Background: an optimization exercise with open tools, aiming at small area, a short achievable clock period and few clock cycles per item. Do not read the settings as production practice.
The RTL was checked by simulation tests, not by an equivalence proof against the original design.

// rf5c400_mixer
module rf5c400_mixer (
    input  wire        clk,
    input  wire        rst,           
    input  wire        in_valid,
    output wire        in_ready,
    input  wire [15:0] in_word,       
    input  wire [1:0]  in_type,       
    input  wire [7:0]  in_vol,        
    input  wire [63:0] in_level,      
    input  wire [7:0]  in_pan_l,      
    input  wire [7:0]  in_pan_r,      
    output reg         out_valid,
    output wire [20:0] out_l,         
    output wire [20:0] out_r          
);
Settings: LEC_CHECK=0, ABC_AREA=1, CAP_MARGIN=20, CORE_MARGIN=2, CORE_UTILIZATION=40, SLEW_MARGIN=20, SYNTH_MEMORY_MAX_BITS=32768; clock period 60.0 ns.
standard.sh (not shown) runs the stock make flow with config.mk's settings and CLKGATE_MAP_FILE= SYNTH_SCRIPT=/design/flow/synth_recipe.tcl, a recipe that flattens the netlist after the stock synthesis.
==> flow/flow/run.sh <==
#!/bin/bash
# Layout flow: the standard layout (standard.sh) with two changes.
#  1. Synthesis runs with SYNTH_ARGS=-noabc. That skips the generic ABC pass
#     inside Yosys's "synth" (it rewrites the carry-save adder trees before
#     full adders are extracted, leaving inverters between the adder
#     cells); the final ABC mapping to the cell library still runs, and the
#     registers are the standard synthesis's.
#  2. Port buffers are sky130_fd_sc_hd__buf_2 (BUFFER_PORTS_ARGS) instead of
#     the delay cell buffer_ports picks by default; every input and output
#     port still gets its own buffer.
# Each step's full output goes to its own log file here.
set -euo pipefail
sed 's/^make -C /make SYNTH_ARGS=-noabc -C /' standard.sh > synth_noabc.sh
grep -q 'SYNTH_ARGS=-noabc' synth_noabc.sh
bash synth_noabc.sh synth > synth.log 2>&1
sed 's/^make -C /make "BUFFER_PORTS_ARGS=-buffer_cell sky130_fd_sc_hd__buf_2" -C /' standard.sh > layout_buf2.sh
grep -q 'BUFFER_PORTS_ARGS=-buffer_cell' layout_buf2.sh
bash layout_buf2.sh > layout.log 2>&1
test -f out/final.def
Testbench counts at the start, summed over its fixed seeds: cycles 196,656, items 6,144.
Rerun with:
--- a/flow/flow/run.sh
+++ b/flow/flow/run.sh
@@ -6,5 +6,5 @@
 #     cells); the final ABC mapping to the cell library still runs, and the
 #     registers are the standard synthesis's.
-#  2. Port buffers are sky130_fd_sc_hd__buf_2 (BUFFER_PORTS_ARGS) instead of
+#  2. Port buffers are sky130_fd_sc_hd__buf_4 (BUFFER_PORTS_ARGS) instead of
 #     the delay cell buffer_ports picks by default; every input and output
 #     port still gets its own buffer.
@@ -14,5 +14,5 @@
 grep -q 'SYNTH_ARGS=-noabc' synth_noabc.sh
 bash synth_noabc.sh synth > synth.log 2>&1
-sed 's/^make -C /make "BUFFER_PORTS_ARGS=-buffer_cell sky130_fd_sc_hd__buf_2" -C /' standard.sh > layout_buf2.sh
+sed 's/^make -C /make "BUFFER_PORTS_ARGS=-buffer_cell sky130_fd_sc_hd__buf_4" -C /' standard.sh > layout_buf2.sh
 grep -q 'BUFFER_PORTS_ARGS=-buffer_cell' layout_buf2.sh
 bash layout_buf2.sh > layout.log 2>&1
Settings changed: CORE_UTILIZATION 40 to 60, PLACE_DENSITY set to 0.72.
Outcome: The changed run finished with timing, DRC and antenna clean. Register-to-register slack improved by 0.06 ns. Synthesized area is unchanged. Worst hold slack is about the same. Non-clock buffer count increases by 1. Worst setup slack improved by 0.15 ns. Global-route usage increases by 12 points. Clock skew decreases by 0.015 ns. Cell area decreases by 0.73%. Routed wire length decreases by 3.7%.
Rerun with:
--- a/flow/flow/run.sh
+++ b/flow/flow/run.sh
@@ -6,5 +6,5 @@
 #     cells); the final ABC mapping to the cell library still runs, and the
 #     registers are the standard synthesis's.
-#  2. Port buffers are sky130_fd_sc_hd__buf_4 (BUFFER_PORTS_ARGS) instead of
+#  2. Port buffers are sky130_fd_sc_hd__buf_2 (BUFFER_PORTS_ARGS) instead of
 #     the delay cell buffer_ports picks by default; every input and output
 #     port still gets its own buffer.
@@ -14,5 +14,5 @@
 grep -q 'SYNTH_ARGS=-noabc' synth_noabc.sh
 bash synth_noabc.sh synth > synth.log 2>&1
-sed 's/^make -C /make "BUFFER_PORTS_ARGS=-buffer_cell sky130_fd_sc_hd__buf_4" -C /' standard.sh > layout_buf2.sh
+sed 's/^make -C /make "BUFFER_PORTS_ARGS=-buffer_cell sky130_fd_sc_hd__buf_2" -C /' standard.sh > layout_buf2.sh
 grep -q 'BUFFER_PORTS_ARGS=-buffer_cell' layout_buf2.sh
 bash layout_buf2.sh > layout.log 2>&1
Sequential share of layout area is about the same.
Cell count is about the same.
Register-to-register slack gains 0.41 ns.
Worst setup slack gets better by 0.032 ns.
Worst hold slack loses 0.021 ns.
Final area drops slightly.
Global-route usage shrinks by 0.16 points.
Via count stays flat.
Rerun with:
Settings changed: CORE_UTILIZATION 60 to 66, PLACE_DENSITY 0.72 to 0.76.
What happened: Critical path depth stays the same; via count increases by 2.9%; wire length increases by 0.95%; utilization increases by 5.9 points; cell count decreases by 1.3%; worst setup slack gains 0.0052 ns.

-- what the ideal ports hide --
In the flow no input, the clock included, has a driving cell. The finished layouts below were timed again as built, in two steps. Step 1 sets driving cells, clkbuf_16 on the clock port and buf_2 on the other inputs (assumed; they add their load-dependent delay and slew). Step 2, shift: input delay + t, output delay - t, t = (earliest + latest rising clock arrival at the registers) / 2. This alone moves slack from input paths to output paths. a / b / c = ideal / step 1 / step 2; a / b = the first two.
run | t, ns | slack for setup (ns) | hold slack, ns | worst register clock-pin slew, ns | worst slew at a driven data input, ns
the first run | 0.685 | 46.663 / 46.596 / 47.281 | 0.315 / 0.315 / 0.315 | 0.07 / 0.07 | 0.04
the second run | 0.647 | 46.817 / 46.748 / 47.395 | 0.318 / 0.318 / 0.318 | 0.08 / 0.08 | 0.06
the third run | 0.641 | 46.849 / 46.781 / 47.326 | 0.297 / 0.297 / 0.297 | 0.08 / 0.08 | 0.05
the fourth run | 0.635 | 46.854 / 46.786 / 47.345 | 0.315 / 0.315 / 0.315 | 0.07 / 0.07 | 0.06
After both steps every run listed still meets setup and hold.
